From an optimization exercise on the open Yosys and OpenROAD flow, aimed at small area; shortcuts taken in it are not production practice.
The RTL was checked by simulation tests, not by an equivalence proof against the original design.
Power is estimated from default activity; no workload was simulated.

`flow/config.mk`:
```
export PLATFORM = sky130hd
export DESIGN_NAME = axi_rd_tracker
export DESIGN_NICKNAME = axi_rd_tracker
export VERILOG_FILES = /design/flow/design.v
export SDC_FILE = /design/flow/constraint.sdc
export NUM_CORES = 4
export LEC_CHECK = 0
export CAP_MARGIN = 20
export CORE_MARGIN = 2
export CORE_UTILIZATION = 40
export PLACE_DENSITY = 0.6
export SLEW_MARGIN = 20
```
`flow/constraint.sdc`:
```
create_clock -name core_clock -period 12.0 [get_ports {clk}]
set_input_delay 2.4000 -clock core_clock [delete_from_list [all_inputs] [get_ports {clk}]]
set_output_delay 2.4000 -clock core_clock [all_outputs]
set_load 0.01 [all_outputs]
```
`flow/design.v`:
```
module axi_rd_tracker (
    input  wire        clk,
    input  wire        rst_n,
    input  wire        arvalid,
    output reg         arready,
    input  wire [7:0]  arid,
    input  wire [31:0] araddr,
    input  wire [3:0]  arlen,
    output wire        rvalid,
    input  wire        rready,
    output wire [7:0]  rid,
    output wire [31:0] rdata,
    output wire        rlast,
    output reg         be_req_valid,
    output wire [31:0] be_req_addr,
    output reg  [3:0]  be_req_len,
    input  wire        cpl_valid,
    input  wire [31:0] cpl_addr,
    input  wire [31:0] cpl_data,
    output wire [4:0]  inflight,
    output reg         fault
);
    localparam NS  = 41;     
    localparam NU  = 16;     
    localparam NI  = 21;     
    reg [31:0]   dbuf  [0:NS-1];
    reg [NS-1:0] s_fill;             
    reg [NS-1:0] s_last;             
    reg [25:0]   u_hi   [0:NU-1];    
    reg [3:0]    u_lo   [0:NU-1];    
    reg [5:0]    u_slot [0:NU-1];    
    reg [15:0]   u_mask [0:NU-1];    
    reg [3:0]    uh, ut;             
    reg [5:0]    tail;               
    reg [5:0]    hs;                 
    reg [5:0]    pf;                 
    reg [5:0]    op;                 
    reg [4:0]    t_count;
    reg [3:0]    pq_count;
    reg          gap_front;          
    reg [7:0]    idf [0:NI-1];
    reg [4:0]    iw, ir;
    reg [1:0]    lq1, lq0, ro;
    reg          pv;
    reg [NU-1:0] pcand;              
    reg [NU-1:0] psel;               
    reg [3:0]    plo;
    reg [31:0]   pdata;
    reg [29:0]   be_addr_q;
    function [5:0] inc_s(input [5:0] p);
        inc_s = (p == NS - 1) ? 6'd0 : p + 6'd1;
    endfunction
    function [4:0] inc_i(input [4:0] p);
        inc_i = (p == NI - 1) ? 5'd0 : p + 5'd1;
    endfunction
    integer u, b, i;
    assign rvalid      = ro[1];
    assign rlast       = ro[1] & ro[0];
    assign rid         = ro[1] ? idf[ir] : 8'd0;
    assign rdata       = ro[1] ? dbuf[op] : (ro[0] ? 32'h55555555 : 32'hAAAAAAAA);
    assign inflight    = t_count;
    assign be_req_addr = {be_addr_q, 2'b00};
    wire ar_hs = arvalid & arready & ~fault;
    reg [NU-1:0] c_hi;
    reg          any_hi, seen;
    always @(*) begin
        for (u = 0; u < NU; u = u + 1)
            c_hi[u] = pcand[u] & (u >= uh);
        any_hi = |c_hi;
        seen   = 1'b0;
        for (u = 0; u < NU; u = u + 1) begin
            psel[u] = (any_hi ? c_hi[u] : pcand[u]) & ~seen;
            seen    = seen | (any_hi ? c_hi[u] : pcand[u]);
        end
    end
    reg [5:0] p_base;
    reg [3:0] p_lo0;
    always @(*) begin
        p_base = 6'd0;
        p_lo0  = 4'd0;
        for (u = 0; u < NU; u = u + 1) begin
            p_base = p_base | (psel[u] ? u_slot[u] : 6'd0);
            p_lo0  = p_lo0  | (psel[u] ? u_lo[u]   : 4'd0);
        end
    end
    wire [3:0] p_k    = plo - p_lo0;
    wire [6:0] p_sum  = {1'b0, p_base} + {3'b000, p_k};
    wire [5:0] p_slot = (p_sum >= NS) ? p_sum - NS : p_sum[5:0];
    wire head_ok = s_fill[hs] | (pv & (p_slot == hs));
    wire d_last  = s_last[hs];
    wire pq_room = (pq_count <= 4'd6);
    wire drain   = ~fault & head_ok & pq_room;
    wire [1:0] n_push = drain ? (d_last ? 2'd2 : 2'd1) : 2'd0;
    wire advance = ~fault & ~(ro[1] & ~rready);
    wire pq_any  = (pq_count != 4'd0);
    wire pop     = advance & (pq_any | drain);
    wire f_last  = s_last[pf];
    wire [1:0] next_in = pq_any ? (gap_front ? 2'b01 : {1'b1, f_last}) :
                         drain  ? {1'b1, d_last} : 2'b00;
    wire deliver = advance & ro[1];
    wire [25:0] a_hi  = cpl_addr[31:6];
    wire [25:0] a_hm1 = cpl_addr[31:6] - 26'd1;
    wire [3:0]  a_lo  = cpl_addr[5:2];
    wire        a_ok  = cpl_valid & (cpl_addr[1:0] == 2'b00);
    wire         p_same = pv & (plo == a_lo);    
    reg [15:0]   lo_dec;
    reg [NU-1:0] e0, e1, bw, cand;
    always @(*) begin
        for (u = 0; u < 16; u = u + 1)
            lo_dec[u] = (plo == u);
        for (u = 0; u < NU; u = u + 1) begin
            e0[u]   = (u_hi[u] == a_hi);
            e1[u]   = (u_hi[u] == a_hm1);
            bw[u]   = (a_lo < u_lo[u]);
            cand[u] = a_ok & u_mask[u][a_lo] & ~(p_same & psel[u]) &
                      ((e0[u] & ~bw[u]) | (e1[u] & bw[u]));
        end
    end
    wire found    = |cand;
    wire cpl_fill = ~fault & found;
    wire cpl_bad  = ~fault & cpl_valid & ~found;
    wire [6:0] e_sum  = {1'b0, tail} + {3'b000, arlen};
    wire [5:0] e_slot = (e_sum >= NS) ? e_sum - NS : e_sum[5:0];
    reg [15:0] a_mask;
    reg [3:0]  a_off;
    always @(*)
        for (u = 0; u < 16; u = u + 1) begin
            a_off     = u[3:0] - araddr[5:2];
            a_mask[u] = (a_off <= arlen);
        end
    reg [NU-1:0] u_alloc;
    always @(*)
        for (u = 0; u < NU; u = u + 1)
            u_alloc[u] = ar_hs && (ut == u);
    reg [NU-1:0] m_load;
    reg [15:0]   m_val;
    always @(*) begin
        for (u = 0; u < NU; u = u + 1)
            m_load[u] = u_alloc[u] | ~rst_n;
        m_val = a_mask & {16{rst_n}};
    end
    wire [4:0] count_next = t_count + (ar_hs ? {1'b0, arlen} + 5'd1 : 5'd0) - {4'd0, drain};
    always @(posedge clk) begin
        be_addr_q  <= araddr[31:2];
        be_req_len <= arlen;
        pcand      <= cand;
        plo        <= a_lo;
        pdata      <= cpl_data;
    end
    always @(posedge clk)
        for (i = 0; i < NS; i = i + 1)
            if (pv && p_slot == i)
                dbuf[i] <= pdata;
    always @(posedge clk)
        for (i = 0; i < NU; i = i + 1)
            if (u_alloc[i]) begin
                u_hi[i]   <= araddr[31:6];
                u_lo[i]   <= araddr[5:2];
                u_slot[i] <= tail;
            end
    always @(posedge clk)
        if (ar_hs)
            idf[iw] <= arid;
    always @(posedge clk)
        for (i = 0; i < NU; i = i + 1)
            for (b = 0; b < 16; b = b + 1)
                u_mask[i][b] <= (m_load[i] & m_val[b]) |
                                (u_mask[i][b] & ~m_load[i] & ~(pv & psel[i] & lo_dec[b]));
    always @(posedge clk) begin
        if (!rst_n) begin
            s_fill       <= {NS{1'b0}};
            s_last       <= {NS{1'b0}};
            uh           <= 4'd0;
            ut           <= 4'd0;
            tail         <= 6'd0;
            hs           <= 6'd0;
            pf           <= 6'd0;
            op           <= 6'd0;
            t_count      <= 5'd0;
            pq_count     <= 4'd0;
            gap_front    <= 1'b0;
            iw           <= 5'd0;
            ir           <= 5'd0;
            lq1          <= 2'b00;
            lq0          <= 2'b00;
            ro           <= 2'b00;
            pv           <= 1'b0;
            arready      <= 1'b1;
            be_req_valid <= 1'b0;
            fault        <= 1'b0;
        end else begin
            be_req_valid <= ar_hs;
            pv           <= cpl_fill;
            if (pv)
                s_fill[p_slot] <= 1'b1;
            if (!fault) begin
                if (ar_hs) begin
                    ut             <= ut + 4'd1;
                    iw             <= inc_i(iw);
                    tail           <= inc_s(e_slot);
                    s_last[e_slot] <= 1'b1;
                end
                if (drain) begin
                    hs <= inc_s(hs);
                    if (d_last)
                        uh <= uh + 4'd1;
                end
                t_count <= count_next;
                if (pop) begin
                    if (pq_any) begin
                        if (gap_front)
                            gap_front <= 1'b0;
                        else begin
                            gap_front <= f_last;
                            pf        <= inc_s(pf);
                        end
                    end else begin
                        gap_front <= d_last;
                        pf        <= inc_s(pf);
                    end
                end
                pq_count <= pq_count + {2'b00, n_push} - {3'b000, pop};
                if (advance) begin
                    ro  <= lq0;
                    lq0 <= lq1;
                    lq1 <= next_in;
                end
                if (deliver) begin
                    op         <= inc_s(op);
                    s_fill[op] <= 1'b0;
                    s_last[op] <= 1'b0;
                    if (ro[0])
                        ir <= inc_i(ir);
                end
                arready <= drain ? 1'b0 : (count_next < 5'd16);
                if (cpl_bad)
                    fault <= 1'b1;
            end
        end
    end
endmodule
```
`flow/flow/run.sh`:
```
#!/bin/bash
set -euo pipefail
export BUFFER_PORTS_ARGS="-buffer_cell sky130_fd_sc_hd__buf_1"
export CTS_ARGS="-sink_clustering_enable -repair_clock_nets -sink_clustering_size 14 -sink_clustering_max_diameter 80 -distance_between_buffers 1000 -buf_list sky130_fd_sc_hd__clkbuf_8 -dont_use_dummy_load"
bash standard.sh > make.log 2>&1
```
`flow/standard.sh`:
```
#!/bin/bash
# synth_recipe.tcl (not shown) runs the flow's synth.tcl, then flattens the netlist and writes it again
# the make line also repeats each setting of config.mk as NAME=value (left out here)
make -C /OpenROAD-flow-scripts/flow DESIGN_CONFIG=/design/flow/config.mk WORK_HOME=/design/flow/orfs CLKGATE_MAP_FILE= SYNTH_SCRIPT=/design/flow/synth_recipe.tcl "${@:-finish}"
```
==> reports/qor.yml, run 1 <==
synthesis:
  yosys_register_bits: 2547
  syn_inst: 7693
  synthTopCellsByArea: "edfxtp_1 (57%), dfxtp_1 (9.1%), xnor2_1 (3.8%)"
  netlist_area_um2: 108000
  synth_top_area_cell: "edfxtp_1"
  async_flop_share_pct: 0
  synth.distinct_cells: 103
  synth_edf_count: 2056
  syn_area_per_cell_um2: 14.1
  yosys_warnings: 6
  synth_flop_cell: "edfxtp_1"
  yosysSeqAreaShare_pct: 66.0
  synthDominantCellAreaShare_pct: 56.9
setup_path:
  slowest_delay_ns: 0.75
  end_kind: "flip-flop"
  crit_path_frequent_cell: "inv_1"
  cp.arrival_ns: 12.22
  path_max_fanout: 19
  crit_type: "flip-flop to flip-flop"
  slowest_stage: "a2111oi_0"
  cp_data_required_time_ns: 12.98
  startpoint_type: "flip-flop"
sta:
  fmax_ghz: 0.0890
  final-hold-violation-count: 0
  hold_ws_ns: 0.457
  setup_viol_count_final: 0
  max_slew_margin_pct: 18.8
  finalCritPeriodShare_pct: 93.6
  skew_ns: 0.141
  max_slew.worst_pin.slew_ns: 1.21
  rsz0062_at_grt: "no"
  drv_slew: 0
  fin_setup_tns_ns: 0
  period_needed_ns: 11.24
die:
  die_w_um: 525
  die_area_um2: 275000
  rows: 191
  num_io_pins: 199
  die_h_um: 525
  coreArea_um2: 270000
  start_util_pct: 40.1
power_and_ir_drop:
  p_clk_share_pct: 28.3
  switching_share_pct: 24.9
  vdd.ir_drop.worst_mv: 0.166
  seqPwrFrac_pct: 63.5
  power_density_nw_per_um2: 131
  switchingPower_w: 0.00382
  leakage_nw: 36.6
  p_comb_share_pct: 8.2
  internal-power_w: 0.0116
final_layout:
  layout_commonest_cell: "edfxtp_1"
  area_growth_pct: 8.35
  design_area_um2: 117000
  drive_gt1_share_pct: 10.9
  nNetsFinal: 8125
  mostFrequentLayoutCells: "edfxtp_1 (2056), xnor2_1 (470), dfxtp_1 (464)"
grt:
  grt_usage_pct: 26.6
  grt_pass1_wl_um: 527000
  grt_pass1_vias: 69800
  grt_max_degree: 118
  antenna_found_initial: 12
  grt.overflow.total: 0
detailed_routing:
  wl_met2_um: 176000
  first_pass_iters: 9
  vias: 72500
  antenna_left: 0
  wirelength_um: 377000
  highest_layer: "met5"
  drc: 0
  avgRoutedWirePerCell_um: 33.0
  met1Wirelength_um: 146000
  drt_first_iter_violations: 11100
  viasPerCell: 6.34
  wl_met3_um: 37500
clock_network:
  worstSkewPairLatency_ns: 1.21
  cts.sinks: 2547
  tritoncts.num_buffers: 208
  clock_path_buffers: 3
  cts_max_level: 4
  cts_tree: "built"
  cts.clk_slew.worst_paths_ns: 0.09
  cts-root-buf: "clkbuf_8"
  hold_buffers: 0
  post_cts_buffers: 0
placed_design:
  hpwl_um: 217000
  placed_area_um2: 115000
  place_congestion: 0.902
  io_buffer_count: 194
outcome:
  status: "complete, no violations"
worst_hold_path:
  hp-class: "flip-flop to flip-flop"
run:
  cap_violations: 0
==> stage by stage <==
stage               total power, W  setup slack [ns]  util [%]  std cells
finish                      0.0154             0.764      43.5      11400
global route                0.0158            0.0772      43.5      11400
CTS                         0.0154             0.806      43.4      11400
detailed placement          0.0112             0.880      42.4      11200
global placement            0.0112             0.920      42.4      11200
floorplan                   0.0107              2.47         -       7694
==> per-layer routing <==
metal | vias up | track usage [%]
li1 | 30300 | -
met1 | 37000 | 35.4
met2 | 4456 | 42.9
met3 | 809 | 3.87
met4 | 2 | 12.2
met5 | - | 0
==> power groups by stage <==
stage / registers [W] / logic, W / clock network [W]
2_1_floorplan: 0.00991 / 0.000757 / 0
3_3_place_gp: 0.00996 / 0.00122 / 0
3_5_place_dp: 0.00997 / 0.00124 / 0
4_1_cts: 0.00976 / 0.00125 / 0.00441
5_1_grt: 0.00978 / 0.00135 / 0.00470
6_report: 0.00976 / 0.00126 / 0.00436
==> worst max-delay path, delay by kind of cell (launching register included) <==
| kind | cells | cell delay (ns) |
|---|---|---|
| compound gates | 15 | 3.54 |
| fa+ha+maj | 6 | 1.71 |
| xor+xnor | 5 | 1.34 |
| flops | 1 | 0.64 |
| simple gates | 9 | 2.38 |
| buf+inv | 10 | 1.43 |
==> cells in the mapped netlist (all sizes together) (145+ instances only) <==
cell     instances
a21oi          157
a221oi         183
a22o           164
a22oi          285
clkbuf         414
dfxtp          491
edfxtp        2056
ha             145
inv            178
mux4           158
nand2          282
nand3          158
nand4          176
nor2           305
o2111ai        266
o21ai          386
xnor2          474
xor2           390
==> layout make-up <==
class,instances,area [um2]
well taps,3570,4470
multi-input cells,4453,34800
diodes,11,27.5
clock buffers,208,2860
flip-flops and latches,2547,71600
fillers,24200,153000
repair buffers,473,3060
inverters,179,672
==> worst paths after layout <==
kind / from / endpoint / slack, ns / cells past startpoint
hold reg to reg: lq0[1] / lq0[1] / 0.46 / 2
setup / recovery: uh[1] / arready / 0.76 / 45
setup reg to reg: uh[1] / arready / 0.76 / 45
hold / removal: lq0[1] / lq0[1] / 0.46 / 2
==> sequential cells by signal (all words and copies together) (netlist names), 30 cells and up, named ones only <==
name,cells
idf,168
s_fill,41
pdata,32
be_addr_q,30
u_mask,256
dbuf,1312
s_last,41
u_slot,96
u_lo,64
u_hi,416
==> cells by family after synthesis <==
| kind of cell | after synthesis | synth area share, % |
|---|---|---|
| other | 1 | 0.00346 |
| AOI/OAI and AO/OA | 1806 | 12.2 |
| muxes | 191 | 3.60 |
| adders and majority gates | 151 | 1.77 |
| buffers and inverters | 694 | 2.44 |
| and+or+nand+nor | 1438 | 6.94 |
| xor gates and xnor gates | 865 | 7.01 |
| DFF | 2547 | 66.0 |
==> timing repair <==
item,4_1_cts,5_1_grt
hold endpoints to repair,0,0
resized for setup,0,1
endpoints found under the setup margin,0,1
==> run 2, diff against run 1 <==
==> flow/flow/run.sh (replaced) <==
#!/bin/bash
set -euo pipefail
export BUFFER_PORTS_ARGS="-buffer_cell sky130_fd_sc_hd__buf_1"
export CTS_ARGS="-sink_clustering_enable -repair_clock_nets -sink_clustering_size 26 -sink_clustering_max_diameter 100 -buf_list sky130_fd_sc_hd__clkbuf_16 -dont_use_dummy_load"
bash standard.sh > make.log 2>&1
--- a/flow/config.mk
+++ b/flow/config.mk
@@ -7,6 +7,6 @@
 export LEC_CHECK = 0
 export CAP_MARGIN = 20
 export CORE_MARGIN = 2
-export CORE_UTILIZATION = 40
-export PLACE_DENSITY = 0.6
+export CORE_UTILIZATION = 50
+export PLACE_DENSITY = 0.65
 export SLEW_MARGIN = 20
==> run 2 against run 1 <==
Compared with the run above: first-iteration DRC count is 2.5% lower; wire length is 3.1% lower; total power is 0.11% higher; critical endpoint unchanged; synthesized cell count stayed put; clock-buffer cell count is 92 lower; die area is 20% lower; register-to-register slack better by 0.11 ns.
==> reports/qor.yml, run 2 <==
outcome:
  status: "complete, no violations"
grt:
  grt_pass1_wl_um: 511000  # -3.1%
  grt.overflow.total: 0  # unchanged
  grt_usage_pct: 32.3  # +5.7 points
  grt_max_degree: 98  # -17%
  grt_pass1_vias: 68400  # -2.1%
  antenna_found_initial: 4  # -8
clock_network:
  tritoncts.num_buffers: 116  # -44%
  cts_tree: "built"
  worstSkewPairLatency_ns: 0.89  # -0.32 ns
  post_cts_resize_count: 0  # unchanged
  post_cts_buffers: 0  # unchanged
  hold_buffers: 0  # unchanged
  cts.sinks: 2547  # unchanged
  clock_path_buffers: 3  # unchanged
  cts-root-buf: "clkbuf_16"
  cts_max_level: 3  # -1
  cts.clk_slew.worst_paths_ns: 0.11  # +0.02 ns
detailed_routing:
  first_pass_iters: 6  # -3
  viasPerCell: 6.81  # +7.4%
  drt_first_iter_violations: 10800  # -2.5%
  vias: 72100  # -0.55%
  drc: 0  # unchanged
  avgRoutedWirePerCell_um: 34.5  # +4.7%
  wirelength_um: 365000  # -3.1%
  antenna_left: 0  # unchanged
sta:
  skew_ns: 0.152  # +0.0107 ns
  period_needed_ns: 11.12  # -0.111 ns
  setup_ws_ns: 0.876  # +0.111 ns
  fin_setup_tns_ns: 0  # unchanged
  hold_ws_ns: 0.373  # -0.0845 ns
  drv_slew: 0  # unchanged
  finalCritPeriodShare_pct: 92.7  # -0.93 points
  setup_viol_count_final: 0  # unchanged
  max_slew_margin_pct: 18.7  # -0.13 points
  fmax_ghz: 0.0899  # +1.0%
  rsz0062_at_grt: "no"
  final-hold-violation-count: 0  # unchanged
  max_slew.worst_pin.slew_ns: 1.22  # +0.00191 ns
final_layout:
  nFillCells: 17500  # -28%
  drive_gt1_share_pct: 9.74  # -1.1 points
  top_register: "dbuf"
  largest_reg_flops: 1312  # unchanged
  layout_commonest_cell: "edfxtp_1"
  design_area_um2: 116000  # -0.93%
  area_growth_pct: 7.35
  top_regs: "dbuf (1312), u_hi (416), u_mask (256)"
  finish.utilization_pct: 54.1  # +11 points
  nNetsFinal: 8017  # -1.3%
  mostFrequentLayoutCells: "edfxtp_1 (2056), xnor2_1 (471), dfxtp_1 (457)"
placed_design:
  io_buffer_count: 194  # unchanged
  place_worst_setup_slack_ns: 1.08  # +0.195 ns
  placed_area_um2: 113000  # -0.99%
  place_congestion: 0.929  # +2.9%
  hpwl_um: 211000  # -3.0%
run:
  cap_violations: 0  # unchanged
die:
  num_io_pins: 199  # unchanged
  die_w_um: 470  # -10%
  coreArea_um2: 215000  # -20%
  die_area_um2: 221000  # -20%
  start_util_pct: 50.4  # +10 points
  die_h_um: 470  # -10%
  rows: 170  # -11%
synthesis:
  yosys_warnings: 6  # unchanged
  ys_top_cells_by_count: "edfxtp_1 (2056), dfxtp_1 (491), xnor2_1 (473), clkbuf_1 (414), xor2_1 (390)"
  synth_flop_cell: "edfxtp_1"
  yosysSeqAreaShare_pct: 66.0  # unchanged
  synthMostInstantiatedCell: "edfxtp_1"
  yosys_register_bits: 2547  # unchanged
  async_flop_share_pct: 0  # unchanged
  synthTopCellsByArea: "edfxtp_1 (57%), dfxtp_1 (9.1%), xnor2_1 (3.8%)"
  synth_top_area_cell: "edfxtp_1"
  netlist_area_um2: 108000  # unchanged
  syn_inst: 7693  # unchanged
  synth.distinct_cells: 103  # unchanged
  synth_edf_count: 2056  # unchanged
  syn_area_per_cell_um2: 14.1  # unchanged
  synthDominantCellAreaShare_pct: 56.9  # unchanged
setup_path:
  path_max_fanout: 19  # unchanged
  crit_path_frequent_cell: "inv_1"
  slowest_stage: "a2111oi_0"
  slowest_delay_ns: 0.70  # -0.05 ns
  crit_type: "flip-flop to flip-flop"
  end_kind: "flip-flop"
  cp_data_required_time_ns: 12.64  # -0.34 ns
  r2r_cells: 43  # -4.4%
  startpoint_type: "flip-flop"
  cp.arrival_ns: 11.76  # -0.46 ns
power_and_ir_drop:
  power_density_nw_per_um2: 132  # +1.0%
  vdd.ir_drop.worst_mv: 0.171  # +3.0%
  leakage_nw: 36.5  # -0.45%
worst_hold_path:
  hold_path_depth: 2  # unchanged
  hp-class: "flip-flop to flip-flop"
run 2: cell counts after synthesis:
Identical to the previous run, type by type.
run 2: logic make-up (layout without fill, tap and decap cells):
logic type,Yosys count,in the layout,share of synthesized area [%]
xor+xnor,865,865,7.01
fa+ha+maj,151,151,1.77
other cells,1,6,0.00346
buf+inv,694,752,2.44
flops,2547,2547,66.0
compound gates,1806,1806,12.2
mux,191,191,3.60
simple gates,1438,1438,6.94
run 2: where the power goes:
| group | switching (W) | internal (W) |
|---|---|---|
| Sequential | 0.000147 | 0.00963 |
| Combinational | 0.000843 | 0.000395 |
| Clock | 0.00267 | 0.00172 |
run 2: final timing paths:
path              endpoint   start  slack, ns
setup / recovery   arready   uh[1]       0.88
hold / removal       ro[0]  lq0[0]       0.37
setup reg to reg   arready   uh[1]       0.88
hold reg to reg      ro[0]  lq0[0]       0.37
run 2: critical path: cells and delay by family, from the launching register on:
| kind | cells | cell delay [ns] |
|---|---|---|
| flip-flops | 1 | 0.64 |
| XOR/XNOR | 3 | 0.65 |
| adder cells (fa/ha/maj) | 6 | 2.01 |
| AND/OR/NAND/NOR | 8 | 2.36 |
| buffers and inverters | 10 | 1.38 |
| AO/OA/AOI/OAI | 16 | 3.87 |
run 2: through the flow:
stage | power, W | instances
global route | 0.0158 | 10600
CTS | 0.0154 | 10600
floorplan | 0.0107 | 7694
finish | 0.0154 | 10600
detailed placement | 0.0112 | 10500
global placement | 0.0112 | 10500
run 2: final cells by class:
cell class | instances | area (um2) | share of cell area (%)
diodes | 4 | 10.0 | 0.00860
clock buffers | 116 | 2900 | 2.49
inverters | 179 | 672 | 0.577
multi-input cells | 4453 | 34800 | 29.9
flip-flops and latches | 2547 | 71600 | 61.5
well taps | 2838 | 3550 | 3.05
repair buffers | 457 | 2860 | 2.45
run 2: layer usage:
metal / global-route usage (%) / vias to the layer above / share of wire, %
li1: - / 30100 / -
met1: 42.8 / 36300 / 37
met2: 51.4 / 4787 / 46
met3: 5.49 / 912 / 11
met4: 16.3 / 2 / 6.1
met5: 0.173 / - / 0.011
==> run 3, diff against run 2 <==
==> flow/flow/run.sh (replaced) <==
#!/bin/bash
set -euo pipefail
export BUFFER_PORTS_ARGS="-buffer_cell sky130_fd_sc_hd__buf_1"
export CTS_ARGS="-sink_clustering_enable -repair_clock_nets -sink_clustering_size 15 -sink_clustering_max_diameter 80 -distance_between_buffers 1000 -buf_list sky130_fd_sc_hd__clkbuf_8 -dont_use_dummy_load"
bash standard.sh > make.log 2>&1
==> run 3 against run 2 <==
Compared with the run above: clock power decreased by 5.9%; critical path depth down 9; sequential power hardly changed; register-to-register slack lost 0.12 ns; clock-buffer cell count grew 75; total power shrank 1.7%; die area is the same; global-route usage up 0.28 points.
==> reports/qor.yml, run 3 <==
outcome:
  status: "complete, no violations"
setup_path:
  crit_type: "flip-flop to flip-flop"
  cp_data_required_time_ns: 12.88  # +0.24 ns
  path_max_fanout: 19  # unchanged
  slowest_stage: "a2111oi_0"
  end_kind: "flip-flop"
  cp.arrival_ns: 12.13  # +0.37 ns
  startpoint_type: "flip-flop"
  slowest_delay_ns: 0.76  # +0.06 ns
die:
  num_io_pins: 199  # unchanged
  start_util_pct: 50.4  # unchanged
  coreArea_um2: 215000  # unchanged
  die_h_um: 470  # unchanged
  die_w_um: 470  # unchanged
  rows: 170  # unchanged
  die_area_um2: 221000  # unchanged
final_layout:
  nNetsFinal: 8092  # +0.94%
  largest_reg_flops: 1312  # unchanged
  top_regs: "dbuf (1312), u_hi (416), u_mask (256)"
  fin_cells: 10700  # +0.69%
  mostFrequentLayoutCells: "edfxtp_1 (2056), xnor2_1 (471), dfxtp_1 (457)"
  area_growth_pct: 7.09
  drive_gt1_share_pct: 10.6  # +0.86 points
  finish.utilization_pct: 54.0  # -0.13 points
  top_register: "dbuf"
  design_area_um2: 116000  # -0.24%
  layout_commonest_cell: "edfxtp_1"
synthesis:
  synthTopCellsByArea: "edfxtp_1 (57%), dfxtp_1 (9.1%), xnor2_1 (3.8%)"
  syn_area_per_cell_um2: 14.1  # unchanged
  ys_top_cells_by_count: "edfxtp_1 (2056), dfxtp_1 (491), xnor2_1 (473), clkbuf_1 (414), xor2_1 (390)"
  synthMostInstantiatedCell: "edfxtp_1"
  yosys_register_bits: 2547  # unchanged
  synth_edf_count: 2056  # unchanged
  syn_inst: 7693  # unchanged
  netlist_area_um2: 108000  # unchanged
  async_flop_share_pct: 0  # unchanged
  synth_top_area_cell: "edfxtp_1"
  synth.distinct_cells: 103  # unchanged
  yosysSeqAreaShare_pct: 66.0  # unchanged
  synthDominantCellAreaShare_pct: 56.9  # unchanged
  synth_flop_cell: "edfxtp_1"
  yosys_warnings: 6  # unchanged
sta:
  max_slew_margin_pct: 19.0  # +0.32 points
  period_needed_ns: 11.24  # +0.118 ns
  hold_ws_ns: 0.404  # +0.0315 ns
  max_slew.worst_pin.slew_ns: 1.21  # -0.00396 ns
  fin_setup_tns_ns: 0  # unchanged
  fmax_ghz: 0.0890  # -1.0%
  finalCritPeriodShare_pct: 93.7  # +0.98 points
  skew_ns: 0.164  # +0.0121 ns
  drv_slew: 0  # unchanged
  rsz0062_at_grt: "no"
  final-hold-violation-count: 0  # unchanged
  setup_viol_count_final: 0  # unchanged
power_and_ir_drop:
  switching_share_pct: 24.5  # +0.69 points
  leakage_nw: 36.4  # -0.16%
  switchingPower_w: 0.00370  # +1.2%
  internal-power_w: 0.0114  # -2.6%
  seqPwrFrac_pct: 64.5  # +1.0 points
  p_clk_share_pct: 27.3  # -1.2 points
  p_comb_share_pct: 8.2  # +0.2 points
  power_density_nw_per_um2: 130  # -1.4%
  vdd.ir_drop.worst_mv: 0.152  # -11%
placed_design:
  place_congestion: 0.929  # unchanged
  dpl.cell_count: 10500  # unchanged
  placed_area_um2: 113000  # unchanged
  hpwl_um: 211000  # unchanged
  io_buffer_count: 194  # unchanged
grt:
  antenna_found_initial: 4  # unchanged
  grt_max_degree: 98  # unchanged
  grt_pass1_wl_um: 513000  # +0.46%
  busiest_layer: "met2"
  grt.overflow.total: 0  # unchanged
  grt_use_met2_pct: 51.5  # +0.068 points
  grt_usage_pct: 32.5  # +0.28 points
  grtUsageMet3_pct: 6.18  # +0.69 points
  grt_pass1_vias: 69000  # +0.92%
  met1_usage_pct: 42.9  # +0.14 points
clock_network:
  cts_tree: "built"
  clock_path_buffers: 3  # unchanged
  cts.sinks: 2547  # unchanged
  post_cts_buffers: 0  # unchanged
  hold_buffers: 0  # unchanged
  cts-root-buf: "clkbuf_8"
  cts_max_level: 4  # +1
  cts.clk_slew.worst_paths_ns: 0.10  # about the same
  worstSkewPairLatency_ns: 1.10  # +0.21 ns
  tritoncts.num_buffers: 191  # +65%
  post_cts_resize_count: 0  # unchanged
detailed_routing:
  first_pass_iters: 7  # +1
  avgRoutedWirePerCell_um: 34.5  # about the same
  antenna_left: 0  # unchanged
  drt_first_iter_violations: 10900  # +0.70%
  vias: 72600  # +0.57%
  drc: 0  # unchanged
  viasPerCell: 6.80  # -0.12%
  wirelength_um: 368000  # +0.61%
run:
  cap_violations: 0  # unchanged
worst_hold_path:
  hp-class: "flip-flop to flip-flop"
==> run 3: cell counts after synthesis <==
No cell type changed its count.
==> run 3: per-stage QoR <==
step / power, W / worst slack, ns
2_1_floorplan: 0.0107 / 2.47
6_report: 0.0151 / 0.758
3_3_place_gp: 0.0112 / 1.08
3_5_place_dp: 0.0112 / 1.08
4_1_cts: 0.0152 / 1.01
5_1_grt: 0.0156 / 0.120
==> run 3: path summary, 6_finish.rpt <==
| check | from | end | slack (ns) | depth (start not counted) |
|---|---|---|---|---|
| worst min register to register | lq0[0] | ro[0] | 0.40 | 2 |
| worst max register to register | uh[1] | s_fill[22] | 0.76 | 34 |
| worst min-delay path | lq0[0] | ro[0] | 0.40 | 2 |
| worst max-delay path | uh[1] | s_fill[22] | 0.76 | 34 |
==> run 3: per-layer routing <==
metal / share of wire, % / wire [um] / vias up
li1: - / - / 30200
met1: 37 / 137000 / 36500
met2: 46 / 170000 / 4875
met3: 11 / 39400 / 967
met4: 6.0 / 22200 / 7
met5: 0.022 / 81 / -
==> run 3: cells by family after synthesis <==
group | Yosys count | share of synthesized area, %
other | 1 | 0.00346
adder cells (fa/ha/maj) | 151 | 1.77
multiplexers | 191 | 3.60
AO/OA/AOI/OAI | 1806 | 12.2
buffers and inverters | 694 | 2.44
XOR/XNOR | 865 | 7.01
AND/OR/NAND/NOR | 1438 | 6.94
flip-flops | 2547 | 66.0
==> run 3: worst max-delay path: cells and delay by family, from the launching register on <==
kind,cells,cell delay (ns)
AO/OA/AOI/OAI,12,3.49
AND/OR/NAND/NOR,10,3.00
adder cells (fa/ha/maj),4,1.90
buffers and inverters,6,0.98
flip-flops,1,0.63
XOR/XNOR,1,0.61
multiplexers,1,0.45
==> run 3: cell type report <==
class                      count  area [um2]
inverter                     179         672
timing repair buffer         457        2860
fill                       17600       98900
tap                         2838        3550
multi-input combinational   4453       34800
clock buffer                 191        2630
antenna                        2        5.00
sequential                  2547       71600
==> run 3: power groups by stage <==
stage | logic, W | clock network, W | registers, W
after global routing | 0.00133 | 0.00445 | 0.00979
after floorplan | 0.000757 | 0 | 0.00991
final | 0.00124 | 0.00413 | 0.00977
after CTS | 0.00122 | 0.00417 | 0.00977
after detailed placement | 0.00121 | 0 | 0.00997
after global placement | 0.00119 | 0 | 0.00996
==> run 4, diff against run 3 <==
--- a/flow/config.mk
+++ b/flow/config.mk
@@ -7,6 +7,6 @@
 export LEC_CHECK = 0
 export CAP_MARGIN = 20
 export CORE_MARGIN = 2
-export CORE_UTILIZATION = 50
-export PLACE_DENSITY = 0.65
+export CORE_UTILIZATION = 55
+export PLACE_DENSITY = 0.68
 export SLEW_MARGIN = 20
==> run 4 against run 3 <==
Compared with the run above: first-iteration DRC count is 3.9% higher; synthesized cell count unchanged; combinational power is essentially flat; critical path depth is 12 higher; sequential power about the same; via count rose by 0.43%; hold slack improved by 0.028 ns; sequential cell count did not move; clock skew is 0.010 ns lower; clock-buffer cell count did not move; critical endpoint is now arready; highest routed layer unchanged.
==> reports/qor.yml, run 4 <==
worst_hold_path:
  hold_start: "lq1[1]"
  hp-class: "flip-flop to flip-flop"
die:
  start_util_pct: 55.5  # +5.1 points
  num_io_pins: 199  # unchanged
  coreArea_um2: 195000  # -9.1%
  rows: 162  # -4.7%
  die_w_um: 448  # -4.6%
  die_h_um: 448  # -4.6%
  die_area_um2: 201000  # -9.0%
synthesis:
  yosys_warnings: 6  # unchanged
  netlist_area_um2: 108000  # unchanged
  syn_area_per_cell_um2: 14.1  # unchanged
  async_flop_share_pct: 0  # unchanged
  synth_edf_count: 2056  # unchanged
  synth_top_area_cell: "edfxtp_1"
  syn_inst: 7693  # unchanged
  yosysSeqAreaShare_pct: 66.0  # unchanged
  yosys_register_bits: 2547  # unchanged
  synthDominantCellAreaShare_pct: 56.9  # unchanged
  ys_top_cells_by_count: "edfxtp_1 (2056), dfxtp_1 (491), xnor2_1 (473), clkbuf_1 (414), xor2_1 (390)"
  synthTopCellsByArea: "edfxtp_1 (57%), dfxtp_1 (9.1%), xnor2_1 (3.8%)"
  synth.distinct_cells: 103  # unchanged
  synth_flop_cell: "edfxtp_1"
  synthMostInstantiatedCell: "edfxtp_1"
setup_path:
  slowest_stage: "dfxtp_1"
  slowest_delay_ns: 0.62  # -0.14 ns
  cp-startpoint: "uh[1]"
  end_kind: "flip-flop"
  path_max_fanout: 19  # unchanged
  worstReg2RegEnd: "arready"
  cp.arrival_ns: 11.97  # -0.16 ns
  r2r_cells: 46  # +35%
  startpoint_type: "flip-flop"
  crit_path_frequent_cell: "inv_1"
  timing.rr.start: "uh[1]"
  cp_data_required_time_ns: 12.93  # +0.05 ns
  r2r_setup_slack_ns: 0.96  # +0.21 ns
  crit_end: "arready"
  crit_type: "flip-flop to flip-flop"
power_and_ir_drop:
  switching_share_pct: 24.5  # +0.070 points
  internal-power_w: 0.0114  # about the same
  power_density_nw_per_um2: 131  # +0.29%
  p_comb_share_pct: 8.1  # about the same
  p_clk_share_pct: 27.4  # about the same
  vdd.ir_drop.worst_mv: 0.125  # -18%
  seqPwrFrac_pct: 64.5  # about the same
  switchingPower_w: 0.00372  # +0.36%
  leakage_nw: 36.4  # about the same
grt:
  grt_max_degree: 113  # +15%
  antenna_found_initial: 10  # +6
  grt_usage_pct: 35.9  # +3.4 points
  grt.overflow.total: 0  # unchanged
  grt_pass1_wl_um: 509000  # -0.77%
  grt_pass1_vias: 69200  # +0.28%
sta:
  fmax_ghz: 0.0906  # +1.9%
  finalCritPeriodShare_pct: 92.0  # -1.7 points
  drv_slew: 0  # unchanged
  skew_ns: 0.154  # -0.0103 ns
  rsz0062_at_grt: "no"
  max_slew.worst_pin.slew_ns: 1.32  # +0.111 ns
  final-hold-violation-count: 0  # unchanged
  setup_viol_count_final: 0  # unchanged
  max_slew_margin_pct: 11.0  # -8.0 points
  fin_setup_tns_ns: 0  # unchanged
  period_needed_ns: 11.04  # -0.207 ns
final_layout:
  top_register: "dbuf"
  area_growth_pct: 6.86
  nFillCells: 15200  # -13%
  mostFrequentLayoutCells: "edfxtp_1 (2056), xnor2_1 (470), dfxtp_1 (455)"
  layout_commonest_cell: "edfxtp_1"
  design_area_um2: 116000  # -0.21%
  nNetsFinal: 8092  # unchanged
  drive_gt1_share_pct: 10.5  # -0.077 points
  top_regs: "dbuf (1312), u_hi (416), u_mask (256)"
  largest_reg_flops: 1312  # unchanged
placed_design:
  hpwl_um: 206000  # -2.3%
  io_buffer_count: 194  # unchanged
  placed_area_um2: 113000  # -0.25%
  place_congestion: 0.978  # +5.3%
clock_network:
  cts-root-buf: "clkbuf_8"
  worstSkewPairLatency_ns: 1.15  # +0.05 ns
  clock_path_buffers: 3  # unchanged
  cts.clk_slew.worst_paths_ns: 0.10  # about the same
  cts.sinks: 2547  # unchanged
  post_cts_buffers: 0  # unchanged
  cts_max_level: 4  # unchanged
  tritoncts.num_buffers: 191  # unchanged
  cts_tree: "built"
run:
  cap_violations: 0  # unchanged
detailed_routing:
  viasPerCell: 6.97  # +2.5%
  avgRoutedWirePerCell_um: 35.1  # +1.7%
  vias: 72900  # +0.43%
  drc: 0  # unchanged
  drt_first_iter_violations: 11300  # +3.9%
  first_pass_iters: 7  # unchanged
  wirelength_um: 367000  # -0.27%
  antenna_left: 0  # unchanged
outcome:
  status: "complete, no violations"
==> run 4: cell types whose count changed in the layout (fill, tap and decap cells not counted), sizes merged <==
cell,before,now
inv,166,164
clkbuf,220,214
diode,2,5
clkinv,13,15
buf,428,434
==> run 4: worst max-delay path, delay by kind of cell (launching register included) <==
family | cells | cell delay [ns]
AND/OR/NAND/NOR | 8 | 1.72
flip-flops | 1 | 0.62
AO/OA/AOI/OAI | 18 | 4.23
buffers and inverters | 10 | 1.42
adder cells (fa/ha/maj) | 7 | 2.25
XOR/XNOR | 3 | 0.63
==> run 4: power by group through the flow <==
stage	clock (W)	combinational, W	sequential (W)
after floorplan	0	0.000757	0.00991
after global placement	0	0.00117	0.00996
after detailed placement	0	0.00119	0.00997
after CTS	0.00416	0.00120	0.00977
after global routing	0.00444	0.00131	0.00979
final	0.00415	0.00123	0.00977
==> run 4: layer usage <==
layer / part of all wire, % / vias to the layer above / global-route usage, % / wire, um
li1: - / 30200 / - / -
met1: 36 / 36300 / 47.7 / 132000
met2: 45 / 5212 / 55.4 / 166000
met3: 12 / 1125 / 6.88 / 43900
met4: 6.8 / 6 / 21.3 / 24900
met5: 0.010 / - / 0 / 38
==> run 4: worst min path at each step <==
stage | slack (ns) | endpoint | cells past startpoint
floorplan | 0.42 | s_fill[18] | 2
global placement | 0.43 | s_fill[17] | 2
detailed placement | 0.44 | s_fill[0] | 2
CTS | 0.43 | lq0[1] | 2
global route | 0.44 | lq0[1] | 2
finish | 0.43 | lq0[1] | 2
==> run 4: area by class of cell <==
class	instances	area, um2	area share [%]
clock buffer	191	2630	2.27
inverter	179	672	0.580
timing repair buffer	457	2860	2.47
antenna	5	12.5	0.0108
sequential	2547	71600	61.8
tap	2624	3280	2.83
multi-input combinational	4453	34800	30.0
==> run 4: repair_timing <==
item	4_1_cts	5_1_grt
endpoints found under the setup margin	0	1
gates resized for setup	0	1
hold buffers	0	0
==> run 4: cells by family (layout without fill, tap and decap cells) <==
kind of cell / count (synthesis) / after routing / share of synthesized area, %
buf+inv: 694 / 827 / 2.44
mux: 191 / 191 / 3.60
compound gates: 1806 / 1806 / 12.2
simple gates: 1438 / 1438 / 6.94
fa+ha+maj: 151 / 151 / 1.77
xor+xnor: 865 / 865 / 7.01
flops: 2547 / 2547 / 66.0
other cells: 1 / 7 / 0.00346
==> run 4: through the flow <==
| stage | setup slack (ns) | std cells | util [%] | power [W] | hold slack [ns] |
|---|---|---|---|---|---|
| 6_report | 0.964 | 10500 | 59.3 | 0.0152 | 0.433 |
| 5_1_grt | 0.147 | 10500 | 59.3 | 0.0155 | 0.440 |
| 4_1_cts | 0.966 | 10400 | 59.2 | 0.0151 | 0.427 |
| 3_5_place_dp | 1.05 | 10300 | 57.9 | 0.0112 | 0.440 |
| 3_3_place_gp | 1.08 | 10300 | 57.9 | 0.0111 | 0.432 |
| 2_1_floorplan | 2.47 | 7694 | - | 0.0107 | 0.420 |

==> re-timing with driven ports <==
The flow's constraints put no driver on any port. The routed layouts listed below were extracted and timed again, unchanged, in two steps.
Step 1 assumes that a clkbuf_16 drives the clock port and a buf_2 every other input.
Step 2 moves the port delays by t, midway between the first and last clock arrival at a register: inputs arrive t later, outputs are due t later. That takes back most of the time a late clock gives input paths.
Three values: ideal, step 1, step 2; two values: the first two.
run | t, ns | slack for setup (ns) | worst register clock-pin slew, ns
run 1 | 1.222 | 0.764 / 0.764 / 0.764 | 0.11 / 0.11
run 2 | 0.913 | 0.876 / 0.876 / 0.876 | 0.11 / 0.11
run 3 | 1.138 | 0.758 / 0.758 / 0.758 | 0.11 / 0.11
run 4 | 1.165 | 0.964 / 0.964 / 0.964 | 0.11 / 0.11
After both steps setup and hold are still met in every run listed.
